This is an optimization exercise on Yosys and OpenROAD, whose aim is small area, a short achievable clock period and few clock cycles, not a production implementation. The RTL was checked by simulation tests, not by an equivalence proof against the original design. Power is estimated from default activity; no workload was simulated.

==> flow/design.v <==
module ss_voice (
    input  wire        clk,
    input  wire        clear,       
    input  wire        adv,         
    input  wire        sf,          
    input  wire        stop,        
    input  wire        sv,          
    input  wire [15:0] arg,
    input  wire        w_T,         
    input  wire        w_ts,        
    input  wire        w_neg,       
    input  wire        w_V,         
    input  wire        w_qr,        
    input  wire        w_r,         
    input  wire [21:0] b_T,
    input  wire [15:0] b_t,
    input  wire [2:0]  b_s,
    input  wire        b_neg,
    input  wire [14:0] b_V,
    input  wire [14:0] b_qs,
    input  wire [15:0] b_rm,
    output wire [2:0]  o_tag,
    output wire [14:0] o_peak,
    output wire [14:0] o_from,
    output wire [21:0] o_ticks,
    output wire [15:0] o_t,
    output wire [2:0]  o_s,
    output wire        trans,       
    output wire [14:0] vol,
    output wire [15:0] smp
);
    localparam [2:0] T_STOP = 3'd0, T_ATTACK = 3'd1, T_DECAY = 3'd2,
                     T_SUSTAIN = 3'd3, T_RELEASE = 3'd4;
    reg [15:0] freq;
    reg [14:0] osc_vol;
    reg [15:0] phase;
    reg [14:0] peak;
    reg [2:0]  tag;
    reg [14:0] from;
    reg [21:0] ticks_rem;
    reg [5:0]  sub;
    reg [2:0]  s;
    reg [15:0] t;
    reg        neg;
    reg [14:0] V;
    reg [15:0] r;
    reg [14:0] qs;      
    reg [15:0] rm;
    assign o_tag   = tag;
    assign o_peak  = peak;
    assign o_from  = from;
    assign o_ticks = ticks_rem;
    assign o_t     = t;
    assign o_s     = s;
    assign vol     = osc_vol;
    wire is_a    = (tag == T_ATTACK);
    wire is_d    = (tag == T_DECAY);
    wire is_r    = (tag == T_RELEASE);
    wire is_ramp = is_a | is_d | is_r;
    wire tr_zero = (ticks_rem == 22'd0);
    assign trans = is_a & tr_zero;
    assign smp = (freq == 16'd0) ? 16'd0 :
                 (phase < 16'd24000) ? {1'b0, osc_vol} : (16'd0 - {1'b0, osc_vol});
    wire [5:0] mask = ~(6'h3f << s);
    wire       roll = (sub == mask);
    wire [16:0] r_sum  = {1'b0, r} + {1'b0, rm};
    wire [17:0] r_dif  = {1'b0, r_sum} - {2'b0, t};
    wire        c      = ~r_dif[17];
    wire [14:0] v_next = V + qs + {14'd0, c ^ neg};
    wire [15:0] r_next = c ? r_dif[15:0] : r_sum[15:0];
    wire [16:0] ph_sum  = {1'b0, phase} + {1'b0, freq};
    wire        ph_ge2  = (ph_sum >= 17'd96000);
    wire        ph_ge1  = (ph_sum >= 17'd48000);
    wire [16:0] ph_sub  = ph_ge2 ? 17'd96000 : ph_ge1 ? 17'd48000 : 17'd0;
    wire [16:0] ph_next = ph_sum - ph_sub;
    always @(posedge clk) begin
        if (clear) begin
            freq    <= 16'd0;
            osc_vol <= 15'd0;
            phase   <= 16'd0;
            peak    <= 15'd0;
            tag     <= T_STOP;
        end else begin
            if (sf) begin
                freq <= arg;
                tag  <= T_ATTACK;
                from <= osc_vol;
                V    <= osc_vol;
                r    <= 16'd0;
                sub  <= 6'd0;
            end
            if (stop) begin
                tag  <= T_RELEASE;
                from <= osc_vol;
                V    <= osc_vol;
                r    <= 16'd0;
                sub  <= 6'd0;
            end
            if (sv)
                peak <= arg[15] ? 15'd0 : arg[14:0];
            if (adv) begin
                if (is_ramp) begin
                    osc_vol <= V;
                    if (tr_zero) begin
                        if (is_a) begin
                            tag <= T_DECAY;
                            V   <= peak;
                            r   <= 16'd0;
                            sub <= 6'd0;
                        end else if (is_d) begin
                            tag <= T_SUSTAIN;
                        end else begin
                            tag  <= T_STOP;
                            freq <= 16'd0;
                        end
                    end else begin
                        ticks_rem <= ticks_rem - 22'd1;
                        if (roll) begin
                            sub <= 6'd0;
                            V   <= v_next;
                            r   <= r_next;
                        end else begin
                            sub <= sub + 6'd1;
                        end
                    end
                end
                if (!(is_r && tr_zero))
                    phase <= ph_next[15:0];
            end
            if (w_T)
                ticks_rem <= b_T;
            if (w_ts) begin
                t <= b_t;
                s <= b_s;
            end
            if (w_neg)
                neg <= b_neg;
            if (w_V)
                V <= b_V;
            if (w_qr) begin
                qs <= b_qs;
                rm <= b_rm;
            end
            if (w_r)
                r <= b_rm;
        end
    end
endmodule
module softsynth_core (
    input  wire        clk,
    input  wire        rst,             
    input  wire        cmd_valid,
    output wire        cmd_ready,
    input  wire [31:0] cmd,
    input  wire [15:0] cfg_attack_ms0,
    input  wire [15:0] cfg_decay_ms0,
    input  wire [15:0] cfg_release_ms0,
    input  wire [15:0] cfg_sustain0,
    input  wire [15:0] cfg_attack_ms1,
    input  wire [15:0] cfg_decay_ms1,
    input  wire [15:0] cfg_release_ms1,
    input  wire [15:0] cfg_sustain1,
    output reg  [15:0] out_sample,
    output reg         out_valid,
    output wire [31:0] out_rsp,
    output wire [7:0]  fault_code,
    output wire        fault
);
    localparam [7:0] OP_SET_FREQ    = 8'h01,
                     OP_SET_VOL     = 8'h02,
                     OP_VOL         = 8'h03,
                     OP_GET         = 8'h04,
                     OP_ADVANCE     = 8'h05,
                     OP_STOP        = 8'h06,
                     OP_STEP        = 8'h07,
                     OP_VOICE_RESET = 8'h08,
                     OP_MOD_SETVOL  = 8'h10,
                     OP_MOD_START   = 8'h11,
                     OP_MOD_STOP    = 8'h12,
                     OP_MIX_LEN     = 8'h30,
                     OP_TICK        = 8'h40,
                     OP_RESET       = 8'h7F;
    localparam [2:0] T_STOP = 3'd0, T_ATTACK = 3'd1, T_DECAY = 3'd2,
                     T_SUSTAIN = 3'd3, T_RELEASE = 3'd4;
    wire [7:0]  op  = cmd[31:24];
    wire [7:0]  tgt = cmd[23:16];
    wire [15:0] arg = cmd[15:0];
    reg         ready;
    reg  [15:0] rsp_lo;
    reg         rsp_hi;
    reg         flt;
    assign cmd_ready  = ready;
    assign out_rsp    = {{16{rsp_hi}}, rsp_lo};
    assign fault_code = {5'd0, flt, flt, 1'b0};
    assign fault      = flt;
    wire accept = cmd_valid && ready;
    wire tgt_ok   = (tgt == 8'd0) || (tgt == 8'd1);
    wire arg_zero = (arg == 16'd0);
    reg  legal;
    always @(*) begin
        case (op)
            OP_SET_FREQ, OP_SET_VOL, OP_MOD_SETVOL, OP_MOD_START:
                legal = tgt_ok;
            OP_VOL, OP_GET, OP_ADVANCE, OP_STOP, OP_STEP, OP_VOICE_RESET, OP_MOD_STOP:
                legal = tgt_ok && arg_zero;
            OP_MIX_LEN, OP_TICK, OP_RESET:
                legal = (tgt == 8'd0) && arg_zero;
            default:
                legal = 1'b0;
        endcase
    end
    wire do_cmd   = accept && legal;
    wire is_reset = rst || (do_cmd && op == OP_RESET);
    wire is_tick  = do_cmd && (op == OP_TICK);
    wire sel0 = (tgt[0] == 1'b0);
    wire sel1 = (tgt[0] == 1'b1);
    wire c_set_freq = do_cmd && (op == OP_SET_FREQ || op == OP_MOD_START);
    wire c_set_vol  = do_cmd && (op == OP_SET_VOL  || op == OP_MOD_SETVOL);
    wire c_stop     = do_cmd && (op == OP_STOP     || op == OP_MOD_STOP);
    wire c_advance  = do_cmd && (op == OP_ADVANCE  || op == OP_STEP);
    wire c_vreset   = do_cmd && (op == OP_VOICE_RESET);
    wire adv0 = (c_advance && sel0) || is_tick;
    wire adv1 = (c_advance && sel1) || is_tick;
    wire [2:0]  tag0, tag1, s0, s1;
    wire [14:0] peak0, peak1, from0, from1, vol0, vol1;
    wire [21:0] ticks0, ticks1;
    wire [15:0] t0, t1, smp0, smp1;
    wire        trans0, trans1;
    localparam [3:0] J_IDLE = 4'd0, J_S1 = 4'd1, J_R1 = 4'd2, J_R2 = 4'd3,
                     J_R3 = 4'd4, J_DIV = 4'd5, J_C1 = 4'd6, J_C2 = 4'd7,
                     J_C3 = 4'd8, J_C5 = 4'd9, J_MUL = 4'd10, J_C6 = 4'd11;
    reg  [3:0]  jst;
    reg         jv;         
    reg         rc;         
    reg         msus;       
    reg         pend1;      
    reg  [3:0]  cnt;
    reg  [2:0]  sreg;
    reg  [14:0] mA;
    reg  [15:0] mB;
    reg  [15:0] mR;
    reg  [14:0] mQ;
    wire [2:0]  tag_j   = jv ? tag1   : tag0;
    wire [14:0] peak_j  = jv ? peak1  : peak0;
    wire [14:0] from_j  = jv ? from1  : from0;
    wire [21:0] ticks_j = jv ? ticks1 : ticks0;
    wire [15:0] t_j     = jv ? t1     : t0;
    wire [2:0]  s_j     = jv ? s1     : s0;
    wire j_a = (tag_j == T_ATTACK);
    wire j_d = (tag_j == T_DECAY);
    wire [14:0] to_j   = j_a ? peak_j : j_d ? mQ : 15'd0;
    wire [14:0] fr_j   = j_d ? peak_j : from_j;
    wire [15:0] diff_j = {1'b0, to_j} - {1'b0, fr_j};
    wire        neg_j  = diff_j[15];
    wire [14:0] M_j    = neg_j ? (15'd0 - diff_j[14:0]) : diff_j[14:0];
    wire [15:0] ms_j = jv ? (j_a ? cfg_attack_ms1 : j_d ? cfg_decay_ms1 : cfg_release_ms1)
                          : (j_a ? cfg_attack_ms0 : j_d ? cfg_decay_ms0 : cfg_release_ms0);
    wire [15:0] sn_j = jv ? (cfg_sustain1[15] ? 16'd0 : cfg_sustain1)
                          : (cfg_sustain0[15] ? 16'd0 : cfg_sustain0);
    wire [21:0] treg   = {mB[5:0], mR};
    wire [21:0] T48    = {mR, 5'd0} + {1'b0, mR, 4'd0};
    wire [21:0] T48e   = {mR, 5'd0} + {1'b0, mR, 4'd0} - ticks_j;
    wire        t_big  = (T48[21:16] != 6'd0);
    wire        tr_big = (treg[21:16] != 6'd0);
    wire        in_div = (jst == J_DIV);
    wire [15:0] tt     = msus ? 16'd32767 : t_j;
    wire [17:0] sA     = in_div ? {1'b0, mR, mA[14]}
                                : ({1'b0, mR, 1'b0} + (mA[14] ? {2'b0, mB} : 18'd0));
    wire [18:0] dA1    = {1'b0, sA} - {3'b0, tt};
    wire [18:0] dA2    = {1'b0, sA} - {2'b0, tt, 1'b0};
    wire        cA1    = ~dA1[18];
    wire        cA2    = ~dA2[18];
    wire [15:0] rA     = cA2 ? dA2[15:0] : cA1 ? dA1[15:0] : sA[15:0];
    wire [16:0] sB     = {rA, mA[13]};
    wire [17:0] dB     = {1'b0, sB} - {2'b0, tt};
    wire        cB     = ~dB[17];
    wire [15:0] rB     = cB ? dB[15:0] : sB[15:0];
    wire [14:0] mQn    = {mQ[13:0], 1'b0} + {13'd0, cA2, cA1 & ~cA2};
    wire [14:0] mAdiv  = {mA[12:0], cA1, cB};
    wire last_div = in_div && (cnt == 4'd4);
    wire last_mul = (jst == J_MUL) && (cnt == 4'd14);
    reg         w_T, w_ts, w_neg, w_V, w_qr, w_r;
    reg  [21:0] b_T;
    reg  [15:0] b_t;
    reg  [14:0] b_V, b_qs;
    reg  [15:0] b_rm;
    wire [2:0]  b_s = (jst == J_R2) ? 3'd0 : sreg;
    wire [14:0] v_wr = neg_j ? (fr_j - mQ) : (fr_j + mQ);
    reg  [3:0]  jnext;
    reg         fin;
    always @(*) begin
        w_T = 1'b0; w_ts = 1'b0; w_neg = 1'b0; w_V = 1'b0; w_qr = 1'b0; w_r = 1'b0;
        b_T  = T48;
        b_t  = (jst == J_R2) ? T48[15:0] : treg[15:0];
        b_V  = to_j;
        b_qs = {15{neg_j}};
        b_rm = {1'b0, M_j};
        jnext = jst;
        fin = 1'b0;
        case (jst)
            J_S1: jnext = J_MUL;
            J_R1: jnext = J_R2;
            J_R2, J_R3: begin
                w_T = (jst == J_R2);
                if ((jst == J_R2) ? t_big : tr_big) begin
                    jnext = J_R3;
                end else begin
                    w_ts  = 1'b1;
                    w_neg = 1'b1;
                    if ((jst == J_R2) && T48 == 22'd0) begin
                        w_V = 1'b1;
                        fin = 1'b1;
                    end else if (jst == J_R3) begin
                        w_qr = 1'b1;
                        fin  = 1'b1;
                    end else begin
                        jnext = J_DIV;
                    end
                end
            end
            J_DIV: if (last_div) begin
                w_qr = 1'b1;
                b_qs = {15{neg_j}} ^ {5'd0, mAdiv[9:0]};
                b_rm = rB;
                if (rc) jnext = J_C5; else fin = 1'b1;
            end
            J_C1: begin
                if (ticks_j == 22'd0) begin
                    w_V = 1'b1;
                    fin = 1'b1;
                end else begin
                    jnext = J_C2;
                end
            end
            J_C2: jnext = J_C3;
            J_C3: if (sreg == 3'd0) begin
                w_neg = 1'b1;
                if (s_j != 3'd0) begin
                    w_qr  = 1'b1;
                    jnext = J_C5;
                end else begin
                    jnext = J_DIV;
                end
            end
            J_C5: jnext = J_MUL;
            J_MUL: if (last_mul) jnext = msus ? (rc ? J_C1 : J_R1) : J_C6;
            J_C6: begin
                w_V  = 1'b1;
                b_V  = v_wr;
                w_r  = 1'b1;
                b_rm = mR;
                fin  = 1'b1;
            end
            default: ;
        endcase
    end
    wire sv_d0 = c_set_vol && sel0 && (tag0 == T_DECAY);
    wire sv_d1 = c_set_vol && sel1 && (tag1 == T_DECAY);
    wire sv_a0 = c_set_vol && sel0 && (tag0 == T_ATTACK);
    wire sv_a1 = c_set_vol && sel1 && (tag1 == T_ATTACK);
    wire ramp0 = (c_set_freq || c_stop) && sel0;
    wire ramp1 = (c_set_freq || c_stop) && sel1;
    wire tr0   = adv0 && trans0;
    wire tr1   = adv1 && trans1;
    always @(posedge clk) begin
        if (is_reset) begin
            jst   <= J_IDLE;
            pend1 <= 1'b0;
            ready <= 1'b1;
        end else if (jst == J_IDLE) begin
            if (sv_d0 || sv_d1 || tr0 || tr1) begin
                jst   <= J_S1;
                jv    <= sv_d1 || (tr1 && !tr0);
                rc    <= sv_d0 || sv_d1;
                pend1 <= tr0 && tr1;
                ready <= 1'b0;
            end else if (sv_a0 || sv_a1) begin
                jst   <= J_C1;
                jv    <= sv_a1;
                rc    <= 1'b1;
                ready <= 1'b0;
            end else if (ramp0 || ramp1) begin
                jst   <= J_R1;
                jv    <= ramp1;
                rc    <= 1'b0;
                ready <= 1'b0;
            end
        end else begin
            jst <= jnext;
            if (fin) begin
                if (pend1) begin
                    jst   <= J_S1;
                    jv    <= 1'b1;
                    rc    <= 1'b0;
                    pend1 <= 1'b0;
                end else begin
                    jst   <= J_IDLE;
                    ready <= 1'b1;
                end
            end
        end
        case (jst)
            J_S1: begin                
                mA   <= peak_j;
                mB   <= sn_j;
                mR   <= 16'd0;
                mQ   <= 15'd0;
                msus <= 1'b1;
                cnt  <= 4'd0;
            end
            J_R1, J_C1: begin          
                mR <= ms_j;
                mB <= 16'd0;
            end
            J_R2, J_R3: begin
                if ((jst == J_R2) ? t_big : tr_big) begin
                    mR <= (jst == J_R2) ? T48[16:1] : treg[16:1];
                    mB[5:0] <= (jst == J_R2) ? {1'b0, T48[21:17]} : {1'b0, treg[21:17]};
                    sreg <= sreg + 3'd1;
                end else begin
                    mR   <= {11'd0, M_j[14:10]};
                    mA   <= {M_j[9:0], 5'd0};
                    msus <= 1'b0;
                    cnt  <= 4'd0;
                end
                if (jst == J_R2) sreg <= t_big ? 3'd1 : 3'd0;
            end
            J_C2: begin                
                mR      <= T48e[15:0];
                mB[5:0] <= T48e[21:16];
                sreg    <= s_j;
            end
            J_C3: begin                
                if (sreg != 3'd0) begin
                    mR      <= treg[16:1];
                    mB[5:0] <= {1'b0, treg[21:17]};
                    sreg    <= sreg - 3'd1;
                end else begin
                    mB   <= mR;
                    mR   <= {11'd0, M_j[14:10]};
                    mA   <= {M_j[9:0], 5'd0};
                    msus <= 1'b0;
                    cnt  <= 4'd0;
                end
            end
            J_C5: begin                
                mA   <= M_j;
                mR   <= 16'd0;
                mQ   <= 15'd0;
                msus <= 1'b0;
                cnt  <= 4'd0;
            end
            J_DIV: begin
                mA  <= mAdiv;
                mR  <= rB;
                cnt <= cnt + 4'd1;
            end
            J_MUL: begin
                mA  <= {mA[13:0], 1'b0};
                mR  <= rA;
                mQ  <= mQn;
                cnt <= cnt + 4'd1;
            end
            default: ;
        endcase
    end
    ss_voice u_voice0 (
        .clk(clk),
        .clear(is_reset || (c_vreset && sel0)),
        .adv(adv0),
        .sf(c_set_freq && sel0),
        .stop(c_stop && sel0),
        .sv(c_set_vol && sel0),
        .arg(arg),
        .w_T(w_T && !jv), .w_ts(w_ts && !jv), .w_neg(w_neg && !jv),
        .w_V(w_V && !jv), .w_qr(w_qr && !jv), .w_r(w_r && !jv),
        .b_T(b_T), .b_t(b_t), .b_s(b_s), .b_neg(neg_j), .b_V(b_V), .b_qs(b_qs), .b_rm(b_rm),
        .o_tag(tag0), .o_peak(peak0), .o_from(from0), .o_ticks(ticks0), .o_t(t0), .o_s(s0),
        .trans(trans0), .vol(vol0), .smp(smp0)
    );
    ss_voice u_voice1 (
        .clk(clk),
        .clear(is_reset || (c_vreset && sel1)),
        .adv(adv1),
        .sf(c_set_freq && sel1),
        .stop(c_stop && sel1),
        .sv(c_set_vol && sel1),
        .arg(arg),
        .w_T(w_T && jv), .w_ts(w_ts && jv), .w_neg(w_neg && jv),
        .w_V(w_V && jv), .w_qr(w_qr && jv), .w_r(w_r && jv),
        .b_T(b_T), .b_t(b_t), .b_s(b_s), .b_neg(neg_j), .b_V(b_V), .b_qs(b_qs), .b_rm(b_rm),
        .o_tag(tag1), .o_peak(peak1), .o_from(from1), .o_ticks(ticks1), .o_t(t1), .o_s(s1),
        .trans(trans1), .vol(vol1), .smp(smp1)
    );
    wire signed [16:0] mix_sum = $signed({smp0[15], smp0}) + $signed({smp1[15], smp1});
    wire        [15:0] mix_sat = (mix_sum > 17'sd32767)  ? 16'h7FFF :
                                 (mix_sum < -17'sd32768) ? 16'h8000 : mix_sum[15:0];
    wire [14:0] sel_vol = sel1 ? vol1 : vol0;
    wire [15:0] sel_smp = sel1 ? smp1 : smp0;
    always @(posedge clk) begin
        if (is_reset) begin
            out_sample <= 16'd0;
            out_valid  <= 1'b0;
            rsp_lo     <= 16'd0;
            rsp_hi     <= 1'b0;
            flt        <= 1'b0;
        end else if (accept) begin
            if (!legal) begin
                flt <= 1'b1;
            end else begin
                case (op)
                    OP_VOL: begin
                        rsp_lo <= {1'b0, sel_vol};
                        rsp_hi <= 1'b0;
                    end
                    OP_GET, OP_STEP: begin
                        rsp_lo <= sel_smp;
                        rsp_hi <= 1'b0;
                    end
                    OP_MIX_LEN: begin
                        rsp_lo <= 16'hFFFF;
                        rsp_hi <= 1'b1;
                    end
                    OP_TICK: begin
                        out_sample <= mix_sat;
                        out_valid  <= 1'b1;
                    end
                    default: ;
                endcase
            end
        end
    end
endmodule
==> flow/run.sh <==
#!/bin/bash
# synth_recipe.tcl (not shown) runs the flow's synth.tcl, then flattens the netlist and writes it again
# the make line also repeats each setting of config.mk as NAME=value (left out here)
make -C /OpenROAD-flow-scripts/flow DESIGN_CONFIG=/design/flow/config.mk WORK_HOME=/design/flow/orfs CLKGATE_MAP_FILE= SYNTH_SCRIPT=/design/flow/synth_recipe.tcl finish
==> flow/config.mk <==
export PLATFORM = sky130hd
export DESIGN_NAME = softsynth_core
export DESIGN_NICKNAME = softsynth_core
export VERILOG_FILES = /design/flow/design.v
export SDC_FILE = /design/flow/constraint.sdc
export NUM_CORES = 4
export LEC_CHECK = 0
export CAP_MARGIN = 20
export CORE_MARGIN = 2
export CORE_UTILIZATION = 40
export SLEW_MARGIN = 20
==> flow/constraint.sdc <==
create_clock -name core_clock -period 12.0 [get_ports {clk}]
set_input_delay 2.4000 -clock core_clock [delete_from_list [all_inputs] [get_ports {clk}]]
set_output_delay 2.4000 -clock core_clock [all_outputs]
set_load 0.01 [all_outputs]
==> impl_metrics.toml, run 1 <==
[run_status]
status = "no timing/DRC/antenna violations"

[worst_hold_path]
timing.hold.worst.class = "reg2reg"

[logic_synthesis]
post_synth.cell_area_avg_sq_um = 8.590
number_of_warnings_issued_by_yosys = 2
count_of_flip_flops_with_a_built_in_enable_after_synthesis = 314
main_flop_type_after_synthesis = "edfxtp_1"
yosys.area.top_type = "edfxtp_1"
synth.area.top_cells = "edfxtp_1 (23%), ha_1 (9.2%), dfxtp_1 (8.5%)"
async_reset_ff_share_pct = 0
synth_largest_type_area_fraction_pct = 23.41
synth.ff_latch_count = 485
syn-instance-count = 4690
synth_sequential_area_ratio_pct = 31.90
number_of_library_cell_types_mapped_by_synthesis = 99
post_synth_instance_area_sq_um = 40290

[placed_design]
dpl_cell_area_sq_um = 43770
port_buffer_count = 215
dp_hpwl_um = 107700
gp_congestion = 0.9924

[drt]
wire_per_inst_um = 22.93
drt-vias-per-instance = 6.008
dr.pass1.iters = 8
drt_iter0_drc = 3780
drcViolationCount = 0
via_count = 36919
drt-total-wl_um = 140900
antenna_left = 0

[critical_path]
type_of_element_launching_the_critical_path = "register"
critical-path-slowest-cell = "o41ai_1"
cpMostUsedCell = "a21oi_1"
end_kind = "register"
rrSetupSlack_ns = 2.66
worstPathArrival_ns = 9.69
worstSetupPathType = "reg2reg"
timing.rr.start = "mA[14]"
cp-endpoint = "u_voice0.rm[6]"
worst_ep_required_time_ns = 12.35
worstPathMaxFanout = 24
critical-path-max-stage-delay_ns = 0.59
regToRegEndpoint = "u_voice0.rm[6]"
critical_path.startpoint = "mA[14]"
ff2ff_path_depth = 30

[layout]
area_taken_by_flip_flops_and_latches_sq_um = 12850
final_cell_area_sq_um = 45660
drive_gt1_share_pct = 6.275
area_growth_pct = 13.33
fin_nets = 5278
fillerInstances = 9584
final_cell_mix = "nor2_1 (514), nand2_1 (475), a21oi_1 (388), edfxtp_1 (314), ha_1 (296)"
largest_registers_ranked_by_flip_flop_count = "u_voice0.ticks_rem x22, u_voice1.ticks_rem x22"
final_common_cell = "nor2_1"
multi_input_comb_area_sq_um = 25880

[die]
initial_core_util_pct = 40.29
ios = 222
chipHeight_um = 321.4
core_area_sq_um = 100000
design.die.area_sq_um = 103300
fp.dieW_um = 321.4
placement_rows = 116

[clock_tree]
number_of_buffers_created_by_cts = 56
postCtsSetupRepairBufs = 0
clock_insertion_delay_worst_skew_ns = 0.67
clk_pin_slew_ns = 0.07
cts_buffer_depth = 3
htree_levels = 2
clock_sink_count = 485
cts.repair.resized = 0
cts_hold_buffers = 0
clock_tree_from_tritoncts = "built"
cts_root_buffer = "clkbuf_16"

[timing]
hold_violations = 0
final_min_period_over_clock_period_pct = 77.85
fin_crit_ns = 9.342
clock-skew-final_ns = 0.04432
rsz0062_at_grt = "no"
worst_slew_pin_slew_ns = 1.178
timing.final.setup_violations = 0
slew-limit-headroom_pct = 21.50
report.final.slew_viol_count = 0
totalNegativeSetupSlack_ns = 0
fmax_mhz = 107.0

[grt]
grt_util_all_layers_pct = 26.62
grt_start_max_net_pins = 61
grt_overflow_total = 0
first_pass_grt_wire_length_um = 212700
grt_antenna_before_repair = 4
first_global_vias = 34384

[pwr]
powerDensity_nw_per_um2 = 105.1
pwr-share-clk_pct = 37.4
internal_power_w = 0.003306
power.share.combinational_pct = 24.1
switchingPower_w = 0.001490
seqPwrFrac_pct = 38.5
ir_worst_vdd_v = 0.0001017
swShare_pct = 31.07
power.leakage_nw = 18.10

[job]
maxCapViolCount = 0
==> cell families after synthesis <==
logic type	synth area share (%)
DFF	31.90
xor gates and xnor gates	7.087
buffers and inverters	4.283
adders and majority gates	10.21
other	0.009308
muxes	7.361
AOI/OAI and AO/OA	21.62
and+or+nand+nor	17.53
==> cell usage after synthesis, types with 41 or more instances <==
cell type	count
and2_1	42
xnor2_1	195
o21ai_0	286
a21oi_1	390
mux4_2	42
o21a_1	54
inv_1	177
dfxtp_1	171
a31oi_1	55
nor2b_1	67
edfxtp_1	314
a21o_1	97
nor3_1	89
xor2_1	131
a211oi_1	71
nand2_1	475
clkbuf_1	183
nand2b_1	43
nand3_1	73
nor2_1	525
a22oi_1	52
ha_1	296
mux2i_1	186
nor4_1	41
==> area by class of cell <==
class	instances	area share, %
Antenna cell	2	0.01096
Inverter	180	1.480
Clock buffer	68	3.327
Tap cell	1298	3.557
Timing Repair Buffer	293	5.996
Clock inverter	36	0.7920
Multi-Input combinational cell	3783	56.69
Sequential cell	485	28.15
==> critical path: cells and delay by family, from the launching register on <==
kind	cells	cell delay, ns
AOI/OAI and AO/OA	21	5.84
xor gates and xnor gates	1	0.07
buffers and inverters	1	0.47
adders and majority gates	4	1.41
DFF	1	0.57
and+or+nand+nor	3	0.63
==> worst min path at each step <==
stage | startpoint | slack [ns] | to | cells after the start
floorplan | u_voice1.osc_vol[7] | 0.40 | u_voice1.from[7] | 0
global route | u_voice1.phase[3] | 0.48 | u_voice1.phase[3] | 2
detailed placement | u_voice1.phase[5] | 0.45 | u_voice1.phase[5] | 2
CTS | u_voice1.phase[5] | 0.46 | u_voice1.phase[5] | 2
global placement | u_voice1.phase[0] | 0.44 | u_voice1.phase[0] | 2
finish | u_voice1.phase[5] | 0.46 | u_voice1.phase[5] | 2
==> power groups by stage <==
stage               registers [W]  logic [W]  clock network [W]
floorplan                 0.00186   0.000802                  0
global placement          0.00188    0.00112                  0
detailed placement        0.00188    0.00113                  0
CTS                       0.00184    0.00114            0.00182
global route              0.00185    0.00126            0.00188
finish                    0.00184    0.00116            0.00179
==> routing by layer <==
layer  routed length, um  vias up  GRT usage (%)
met5                  30        -              0
met4                4972        4          9.304
met3               12300      241          4.861
met2               61210     1487          41.15
met1               62370    17761          37.15
li1                    -    17426              -
==> through the flow <==
stage | power [W] | instances | hold WS, ns | worst slack (ns) | util (%)
global route | 0.004991 | 6143 | 0.4814 | 1.827 | 45.65
floorplan | 0.002661 | 4695 | 0.4029 | 3.495 | -
detailed placement | 0.003006 | 6039 | 0.4515 | 2.873 | 43.77
global placement | 0.002998 | 6039 | 0.4419 | 2.932 | 43.77
CTS | 0.004794 | 6143 | 0.4619 | 2.810 | 45.65
finish | 0.004796 | 6145 | 0.4574 | 2.658 | 45.65
Testbench counts, summed over its fixed seeds: cycles 71,158.
==> inputs of run 2 (changes only) <==
--- a/flow/design.v
+++ b/flow/design.v
@@ -6,6 +6,9 @@
     input  wire        stop,        
     input  wire        sv,          
     input  wire [15:0] arg,
+    input  wire [1:0]  ms_a,        
+    input  wire [1:0]  ms_d,
+    input  wire [1:0]  ms_r,
     input  wire        w_T,         
     input  wire        w_ts,        
     input  wire        w_neg,       
@@ -38,7 +41,6 @@
     reg [2:0]  tag;
     reg [14:0] from;
     reg [21:0] ticks_rem;
-    reg [5:0]  sub;
     reg [2:0]  s;
     reg [15:0] t;
     reg        neg;
@@ -61,8 +63,11 @@
     assign trans = is_a & tr_zero;
     assign smp = (freq == 16'd0) ? 16'd0 :
                  (phase < 16'd24000) ? {1'b0, osc_vol} : (16'd0 - {1'b0, osc_vol});
-    wire [5:0] mask = ~(6'h3f << s);
-    wire       roll = (sub == mask);
+    wire [1:0]  ms_lo  = is_a ? ms_a : is_d ? ms_d : ms_r;
+    wire [5:0]  T_lo   = {ms_lo[1] ^ ms_lo[0], ms_lo[0], 4'd0};
+    wire [5:0]  mask   = ~(6'h3f << s);
+    wire [21:0] tr_dec = ticks_rem - 22'd1;
+    wire        roll   = (((tr_dec[5:0] ^ T_lo) & mask) == 6'd0);
     wire [16:0] r_sum  = {1'b0, r} + {1'b0, rm};
     wire [17:0] r_dif  = {1'b0, r_sum} - {2'b0, t};
     wire        c      = ~r_dif[17];
@@ -87,14 +92,12 @@
                 from <= osc_vol;
                 V    <= osc_vol;
                 r    <= 16'd0;
-                sub  <= 6'd0;
             end
             if (stop) begin
                 tag  <= T_RELEASE;
                 from <= osc_vol;
                 V    <= osc_vol;
                 r    <= 16'd0;
-                sub  <= 6'd0;
             end
             if (sv)
                 peak <= arg[15] ? 15'd0 : arg[14:0];
@@ -106,7 +109,6 @@
                             tag <= T_DECAY;
                             V   <= peak;
                             r   <= 16'd0;
-                            sub <= 6'd0;
                         end else if (is_d) begin
                             tag <= T_SUSTAIN;
                         end else begin
@@ -114,13 +116,10 @@
                             freq <= 16'd0;
                         end
                     end else begin
-                        ticks_rem <= ticks_rem - 22'd1;
+                        ticks_rem <= tr_dec;
                         if (roll) begin
-                            sub <= 6'd0;
-                            V   <= v_next;
-                            r   <= r_next;
-                        end else begin
-                            sub <= sub + 6'd1;
+                            V <= v_next;
+                            r <= r_next;
                         end
                     end
                 end
@@ -285,7 +284,7 @@
     reg  [14:0] b_V, b_qs;
     reg  [15:0] b_rm;
     wire [2:0]  b_s = (jst == J_R2) ? 3'd0 : sreg;
-    wire [14:0] v_wr = neg_j ? (fr_j - mQ) : (fr_j + mQ);
+    wire [14:0] v_wr = fr_j + (mQ ^ {15{neg_j}}) + {14'd0, neg_j};
     reg  [3:0]  jnext;
     reg         fin;
     always @(*) begin
@@ -472,6 +471,7 @@
         .stop(c_stop && sel0),
         .sv(c_set_vol && sel0),
         .arg(arg),
+        .ms_a(cfg_attack_ms0[1:0]), .ms_d(cfg_decay_ms0[1:0]), .ms_r(cfg_release_ms0[1:0]),
         .w_T(w_T && !jv), .w_ts(w_ts && !jv), .w_neg(w_neg && !jv),
         .w_V(w_V && !jv), .w_qr(w_qr && !jv), .w_r(w_r && !jv),
         .b_T(b_T), .b_t(b_t), .b_s(b_s), .b_neg(neg_j), .b_V(b_V), .b_qs(b_qs), .b_rm(b_rm),
@@ -486,6 +486,7 @@
         .stop(c_stop && sel1),
         .sv(c_set_vol && sel1),
         .arg(arg),
+        .ms_a(cfg_attack_ms1[1:0]), .ms_d(cfg_decay_ms1[1:0]), .ms_r(cfg_release_ms1[1:0]),
         .w_T(w_T && jv), .w_ts(w_ts && jv), .w_neg(w_neg && jv),
         .w_V(w_V && jv), .w_qr(w_qr && jv), .w_r(w_r && jv),
         .b_T(b_T), .b_t(b_t), .b_s(b_s), .b_neg(neg_j), .b_V(b_V), .b_qs(b_qs), .b_rm(b_rm),
--- a/flow/config.mk
+++ b/flow/config.mk
@@ -8,4 +8,5 @@
 export CAP_MARGIN = 20
 export CORE_MARGIN = 2
 export CORE_UTILIZATION = 40
+export SETUP_SLACK_MARGIN = 5
 export SLEW_MARGIN = 20
==> run 2 against run 1 <==
  * Power increased to 2.5 times the previous value
  * Critical path depth increased by 5
  * First-iteration DRC count increased by 8.9%
  * Sequential cell count decreased by 12
  * Die area about the same
  * Global-route usage increased by 1.9 points
  * Synthesized cell count increased by 1.5%
  * Setup slack improved by 2.1 ns
  * Critical path type unchanged
  * Critical endpoint is now u_voice0.qs[0]
  * Largest cell class unchanged
==> impl_metrics.toml, run 2 <==
[logic_synthesis]
synth.cells.most_frequent = "nand2_1 (604), a21oi_1 (482), nor2_1 (392), o21ai_0 (312), edfxtp_1 (302)"
syn-instance-count = 4761
synth_sequential_area_ratio_pct = 31.01
number_of_warnings_issued_by_yosys = 2
main_flop_type_after_synthesis = "edfxtp_1"
yosys.area.top_type = "edfxtp_1"
count_of_flip_flops_with_a_built_in_enable_after_synthesis = 302
synth.area.top_cells = "edfxtp_1 (23%), ha_1 (9.1%), dfxtp_1 (8.5%)"
number_of_library_cell_types_mapped_by_synthesis = 116
post_synth.cell_area_avg_sq_um = 8.460
yosysMostFrequentCell = "nand2_1"
synth_largest_type_area_fraction_pct = 22.51
async_reset_ff_share_pct = 0
post_synth_instance_area_sq_um = 40280
synth.ff_latch_count = 473

[grt]
grt_util_all_layers_pct = 28.54
globalRouteMet3Util_pct = 3.879
globalRoute.busiestLayer = "met2"
first_global_vias = 36410
grt_start_max_net_pins = 56
globalRouteMet2Util_pct = 47.24
grt_antenna_before_repair = 3
first_pass_grt_wire_length_um = 226500
grt_overflow_total = 0
grt_util_met1_pct = 37.29

[layout]
antenna_cells_inserted = 0
final_common_cell = "nand2_1"
largest_registers_ranked_by_flip_flop_count = "u_voice0.ticks_rem x22, u_voice1.ticks_rem x22"
fin_nets = 5449
final_cell_mix = "nand2_1 (599), a21oi_1 (448), nor2_1 (379), edfxtp_1 (302), o21ai_0 (287)"
area_growth_pct = 18.09
drive_gt1_share_pct = 11.28

[critical_path]
end_kind = "register"
cpMostUsedCell = "buf_6"
type_of_element_launching_the_critical_path = "register"
critical-path-slowest-cell = "edfxtp_1"
worstPathArrival_ns = 7.60
worstSetupPathType = "reg2reg"
worst_ep_required_time_ns = 12.39
worstPathMaxFanout = 5
critical-path-max-stage-delay_ns = 0.51

[timing]
fin_crit_ns = 7.202
timing.final.setup_violations = 0
report.final.slew_viol_count = 0
fmax_mhz = 138.8
worst_slew_pin_slew_ns = 1.110
totalNegativeSetupSlack_ns = 0
clock-skew-final_ns = 0.03560
final_min_period_over_clock_period_pct = 60.02
slew-limit-headroom_pct = 25.84
rsz0062_at_grt = "yes"
hold_violations = 0
post-route-worst-setup-slack_ns = 4.798

[drt]
drt_iter0_drc = 4118
via_count = 38386
dr.pass1.iters = 8
drcViolationCount = 0
antenna_left = 0
drt-vias-per-instance = 6.077
drt-total-wl_um = 153400
wire_per_inst_um = 24.29

[pwr]
power.leakage_nw = 17.92
powerDensity_nw_per_um2 = 255.1
ir_worst_vdd_v = 0.0002920

[placed_design]
gp_congestion = 0.9845
dp_worst_setup_slack_ns = 3.475
port_buffer_count = 215
dp_hpwl_um = 114800

[clock_tree]
clock_sink_count = 473
clk_pin_slew_ns = 0.06
cts_root_buffer = "clkbuf_16"
number_of_buffers_created_by_cts = 55
clock_tree_from_tritoncts = "built"
clock_insertion_delay_worst_skew_ns = 0.67
htree_levels = 2
cts_hold_buffers = 0
cts_buffer_depth = 3

[die]
core_area_sq_um = 100000
placement_rows = 116
fp.dieW_um = 321.3
design.die.area_sq_um = 103300
ios = 222
initial_core_util_pct = 40.28
chipHeight_um = 321.3

[job]
maxCapViolCount = 0

[worst_hold_path]
timing.hold.worst.class = "reg2reg"

[run_status]
status = "no timing/DRC/antenna violations"
[run 2: cell types whose count changed after synthesis, moves of 19 or more]
cell,previous run,this run
a21oi_1,390,482
nor3_1,89,112
nor2_1,525,392
mux2i_1,186,157
o21ai_0,286,312
buf_2,14,33
clkbuf_1,183,157
nand2_1,475,604
[run 2: worst paths after layout]
kind | startpoint | to | slack (ns) | cells after the start
hold / removal | u_voice0.phase[4] | u_voice0.phase[4] | 0.46 | 2
setup reg to reg | mA[14] | u_voice0.qs[0] | 4.80 | 35
setup / recovery | mA[14] | u_voice0.qs[0] | 4.80 | 35
hold reg to reg | u_voice0.phase[4] | u_voice0.phase[4] | 0.46 | 2
[run 2: report_power, final]
group,switching [W],internal (W)
Combinational,0.00478,0.00342
Sequential,0.000191,0.00195
Clock,0.000773,0.00102
Total,0.00575,0.00639
[run 2: logic make-up (layout without fill, tap and decap cells)]
| group | Yosys count | in the layout | share of synthesized area (%) |
|---|---|---|---|
| fa+ha+maj | 314 | 314 | 10.12 |
| flops | 473 | 473 | 31.01 |
| xor+xnor | 335 | 335 | 7.353 |
| simple gates | 1561 | 1561 | 17.96 |
| buf+inv | 422 | 673 | 4.411 |
| compound gates | 1449 | 1451 | 22.69 |
| mux | 206 | 206 | 6.446 |
| other cells | 1 | 6 | 0.009310 |
[run 2: what timing repair did]
item	in CTS	in global routing
endpoints found under the setup margin	71	71
endpoints found under the hold margin	0	0
setup buffers	58	37
pin swaps	57	45
cloned	3	1
gates resized for setup	148	107
[run 2: metrics by stage]
step                cell area [sq um]  hold slack, ns  util (%)  total power (W)  cells
floorplan                       40370          0.4064         -         0.006429   4766
finish                          47570          0.4625     47.57          0.01213   6317
global placement                43700          0.4416     43.70         0.008342   6113
CTS                             46780          0.4640     46.78          0.01118   6277
global route                    47570          0.4917     47.57          0.01270   6317
detailed placement              43700          0.4554     43.70         0.008328   6113
[run 2: area by class of cell]
type / count / area (sq um)
fill: 9622 / 52440
sequential: 473 / 12500
multi-input combinational: 3873 / 27270
clock buffer: 77 / 1516
inverter: 177 / 670.6
tap: 1298 / 1624
timing repair buffer: 393 / 3636
clock inverter: 26 / 342.8
[run 2: layer usage]
metal  wire length [um]  part of all wire, %
met1              63600                   41
met2              70250                   46
met3              12540                  8.2
met4               7024                  4.6
met5                  0                    0
[run 2: critical path: cells and delay by family, from the launching register on]
| family | cells | cell delay (ns) |
|---|---|---|
| adders and majority gates | 3 | 0.83 |
| muxes | 1 | 0.16 |
| and+or+nand+nor | 7 | 1.42 |
| AOI/OAI and AO/OA | 15 | 2.74 |
| xor gates and xnor gates | 2 | 0.30 |
| buffers and inverters | 7 | 1.00 |
| DFF | 1 | 0.51 |
Testbench counts of run 2, summed over its fixed seeds: cycles 71,158.
==> inputs of run 3 (changes only) <==
==> flow/flow/run.sh (new file) <==
#!/bin/bash
set -euo pipefail
bash standard.sh SETUP_SLACK_MARGIN=7 finish > make_finish.log 2>&1
==> flow/standard.sh (new file) <==
#!/bin/bash
# synth_recipe.tcl (not shown) runs the flow's synth.tcl, then flattens the netlist and writes it again
# the make line also repeats each setting of config.mk as NAME=value (left out here)
make -C /OpenROAD-flow-scripts/flow DESIGN_CONFIG=/design/flow/config.mk WORK_HOME=/design/flow/orfs CLKGATE_MAP_FILE= SYNTH_SCRIPT=/design/flow/synth_recipe.tcl "${@:-finish}"
--- a/flow/config.mk
+++ b/flow/config.mk
@@ -8,5 +8,4 @@
 export CAP_MARGIN = 20
 export CORE_MARGIN = 2
 export CORE_UTILIZATION = 40
-export SETUP_SLACK_MARGIN = 5
 export SLEW_MARGIN = 20
removed: flow/run.sh
==> run 3 against run 2 <==
  * Sequential cell count stayed put
  * Critical path depth is 6 lower
  * Register-to-register slack better by 0.24 ns
  * Utilization is 3.3 points higher
  * Synthesized cell count unchanged
  * Die area is the same
  * First-iteration DRC count rose by 2.6%
  * Cell count rose by 2.3%
  * Sequential share of layout area down 1.7 points
  * Synthesized area unchanged
  * Global-route usage is 1.1 points higher
  * Count of clock-buffer cells in the layout fell by 11
  * Largest power group unchanged
==> impl_metrics.toml, run 3 <==
[clock_tree]
cts_buffer_depth = 3
clock_insertion_delay_worst_skew_ns = 0.68
htree_levels = 2
cts_root_buffer = "clkbuf_16"
cts_hold_buffers = 0
clock_sink_count = 473
clock_tree_from_tritoncts = "built"
number_of_buffers_created_by_cts = 56
clk_pin_slew_ns = 0.07

[placed_design]
gp_congestion = 0.9802
dp_hpwl_um = 113400
dp_worst_setup_slack_ns = 3.728
port_buffer_count = 215
place_inst = 6108

[grt]
grt_antenna_before_repair = 4
grt_overflow_total = 0
first_pass_grt_wire_length_um = 234300
first_global_vias = 37606
grt_start_max_net_pins = 64
grt_util_all_layers_pct = 29.65

[drt]
drt-total-wl_um = 160300
antenna_left = 0
drt_iter0_drc = 4225
drcViolationCount = 0
wire_per_inst_um = 24.80
via_count = 39336
dr.pass1.iters = 7
drt-vias-per-instance = 6.087

[layout]
final_common_cell = "nand2_1"
final_cell_mix = "nand2_1 (587), a21oi_1 (423), nor2_1 (376), edfxtp_1 (302), o21ai_0 (265)"
antenna_cells_inserted = 0
non_filler_instances = 6462
fin_nets = 5595
drive_gt1_share_pct = 18.49
area_growth_pct = 26.28
final_core_util_pct = 50.86
largest_registers_ranked_by_flip_flop_count = "u_voice0.ticks_rem x22, u_voice1.ticks_rem x22"

[logic_synthesis]
synth.area.top_cells = "edfxtp_1 (23%), ha_1 (9.1%), dfxtp_1 (8.5%)"
synth_sequential_area_ratio_pct = 31.01
synth_largest_type_area_fraction_pct = 22.51
post_synth.cell_area_avg_sq_um = 8.460
synth_top_family_by_area = "compound AO/OA/AOI/OAI gates"
syn-instance-count = 4761
count_of_flip_flops_with_a_built_in_enable_after_synthesis = 302
synth_simple_gate_area_share_pct = 17.96
yosys.area_share.adder_pct = 10.12
post_synth_xor_area_fraction_pct = 7.353
synth.cells.most_frequent = "nand2_1 (604), a21oi_1 (482), nor2_1 (392), o21ai_0 (312), edfxtp_1 (302)"
yosysMostFrequentCell = "nand2_1"
main_flop_type_after_synthesis = "edfxtp_1"
async_reset_ff_share_pct = 0
synth_compound_area_share_pct = 22.69
synth.mux.area_fraction_pct = 6.446
post_synth_instance_area_sq_um = 40280
synth.ff_latch_count = 473
yosys.area.top_type = "edfxtp_1"
number_of_library_cell_types_mapped_by_synthesis = 116
number_of_warnings_issued_by_yosys = 2

[pwr]
ir_worst_vdd_v = 0.0002671
pwr-share-clk_pct = 15.2
switchingPower_w = 0.005810
seqPwrFrac_pct = 17.1
power.leakage_nw = 19.36
internal_power_w = 0.006677
powerDensity_nw_per_um2 = 245.5
power.share.combinational_pct = 67.7
swShare_pct = 46.53

[critical_path]
worstPathMaxFanout = 8
end_kind = "register"
critical-path-max-stage-delay_ns = 0.53
cpMostUsedCell = "o21a_1"
type_of_element_launching_the_critical_path = "register"
worstSetupPathType = "reg2reg"
critical-path-slowest-cell = "or4_4"
worstPathArrival_ns = 7.31
worst_ep_required_time_ns = 12.34

[die]
design.die.area_sq_um = 103300
ios = 222
core_area_sq_um = 100000
placement_rows = 116
initial_core_util_pct = 40.28
chipHeight_um = 321.3
fp.dieW_um = 321.3

[timing]
rsz0062_at_grt = "yes"
finalHoldWorstSlack_ns = 0.4600
fmax_mhz = 143.5
final_min_period_over_clock_period_pct = 58.06
post-route-worst-setup-slack_ns = 5.033
timing.final.setup_violations = 0
worst_slew_pin_slew_ns = 1.278
report.final.slew_viol_count = 0
slew-limit-headroom_pct = 14.60
clock-skew-final_ns = 0.04277
totalNegativeSetupSlack_ns = 0
hold_violations = 0
fin_crit_ns = 6.967

[job]
maxCapViolCount = 0

[run_status]
status = "no timing/DRC/antenna violations"

[worst_hold_path]
timing.hold.worst.class = "reg2reg"
run 3: cell counts after synthesis:
No cell type changed its count.
run 3: cell type report:
class	count	area, sq um
clock buffers	66	1449
inverters	177	686.9
flip-flops and latches	473	12510
well taps	1298	1624
multi-input cells	3883	28920
clock inverters	37	550.5
repair buffers	526	5106
repair inverters	2	15.01
fillers	9322	49140
run 3: power groups by stage:
stage               registers, W  logic, W  clock network, W
floorplan                0.00208   0.00442                 0
global route             0.00214   0.00897           0.00196
finish                   0.00214   0.00846           0.00189
detailed placement       0.00217   0.00603                 0
CTS                      0.00212   0.00712           0.00190
global placement         0.00217   0.00605                 0
run 3: final timing paths:
check	startpoint	endpoint	slack, ns	cells past startpoint
setup / recovery	mA[14]	u_voice0.rm[4]	5.03	29
hold / removal	u_voice0.phase[5]	u_voice0.phase[5]	0.46	2
setup reg to reg	mA[14]	u_voice0.rm[4]	5.03	29
hold reg to reg	u_voice0.phase[5]	u_voice0.phase[5]	0.46	2
run 3: layer usage:
metal | GRT usage [%] | wire length, um | up-vias
met2 | 48.36 | 72570 | 1828
met5 | 0 | 12 | -
met3 | 4.703 | 13250 | 456
met1 | 37.79 | 64920 | 18851
li1 | - | - | 18199
met4 | 15.49 | 9509 | 2
run 3: logic make-up (layout without fill, tap and decap cells):
logic type | after synthesis | count (layout)
other | 1 | 6
adders and majority gates | 314 | 314
AOI/OAI and AO/OA | 1449 | 1455
and+or+nand+nor | 1561 | 1567
DFF | 473 | 473
xor gates and xnor gates | 335 | 335
muxes | 206 | 206
buffers and inverters | 422 | 808
run 3: worst max-delay path: cells and delay by family (launching register included):
family                     cells  cell delay, ns
AOI/OAI and AO/OA             16            2.94
xor gates and xnor gates       1            0.19
adders and majority gates      3            0.86
buffers and inverters          1            0.20
DFF                            1            0.52
muxes                          2            0.46
and+or+nand+nor                6            1.45
run 3: repair_timing:
action | CTS | global route
setup endpoints to repair | 566 | 347
gates cloned | 18 | 3
pin swaps | 144 | 114
resized for setup | 295 | 288
buffers inserted | 166 | 64
run 3: metrics by stage:
stage,total power [W],cell area (sq um)
2_1_floorplan,0.006496,41080
3_3_place_gp,0.008215,44060
3_5_place_dp,0.008209,44060
4_1_cts,0.01115,49000
5_1_grt,0.01308,50870
6_report,0.01249,50870

## what the ideal ports hide
In the flow no input, the clock included, has a driving cell. The finished layouts below were timed again as built, in two steps. Step 1 (the two cells are an assumption about what drives the block):
set clk [get_ports {clk}]
set_driving_cell -lib_cell sky130_fd_sc_hd__clkbuf_16 $clk
set_driving_cell -lib_cell sky130_fd_sc_hd__buf_2 [delete_from_list [all_inputs] $clk]
Step 2 also shifts input and output timing later by t, the mid clock arrival at the registers, as if the neighbouring blocks saw the same clock. Three values: ideal, step 1, step 2; two values: the first two.
run	t, ns	slack for setup (ns)	hold slack, ns	clock arrival spread, ns
run 1	0.714	2.658 / 2.658 / 2.658	0.457 / 0.457 / 0.457	0.045 / 0.044
run 2	0.730	4.798 / 4.798 / 4.758	0.462 / 0.462 / 0.462	0.036 / 0.037
run 3	0.728	5.033 / 5.033 / 5.033	0.460 / 0.460 / 0.460	0.043 / 0.043
After both steps setup and hold are still met in every run listed. For run 2, which loses most, drivers alone change the setup slack by 0.000 ns; drivers and shift together by -0.040 ns.
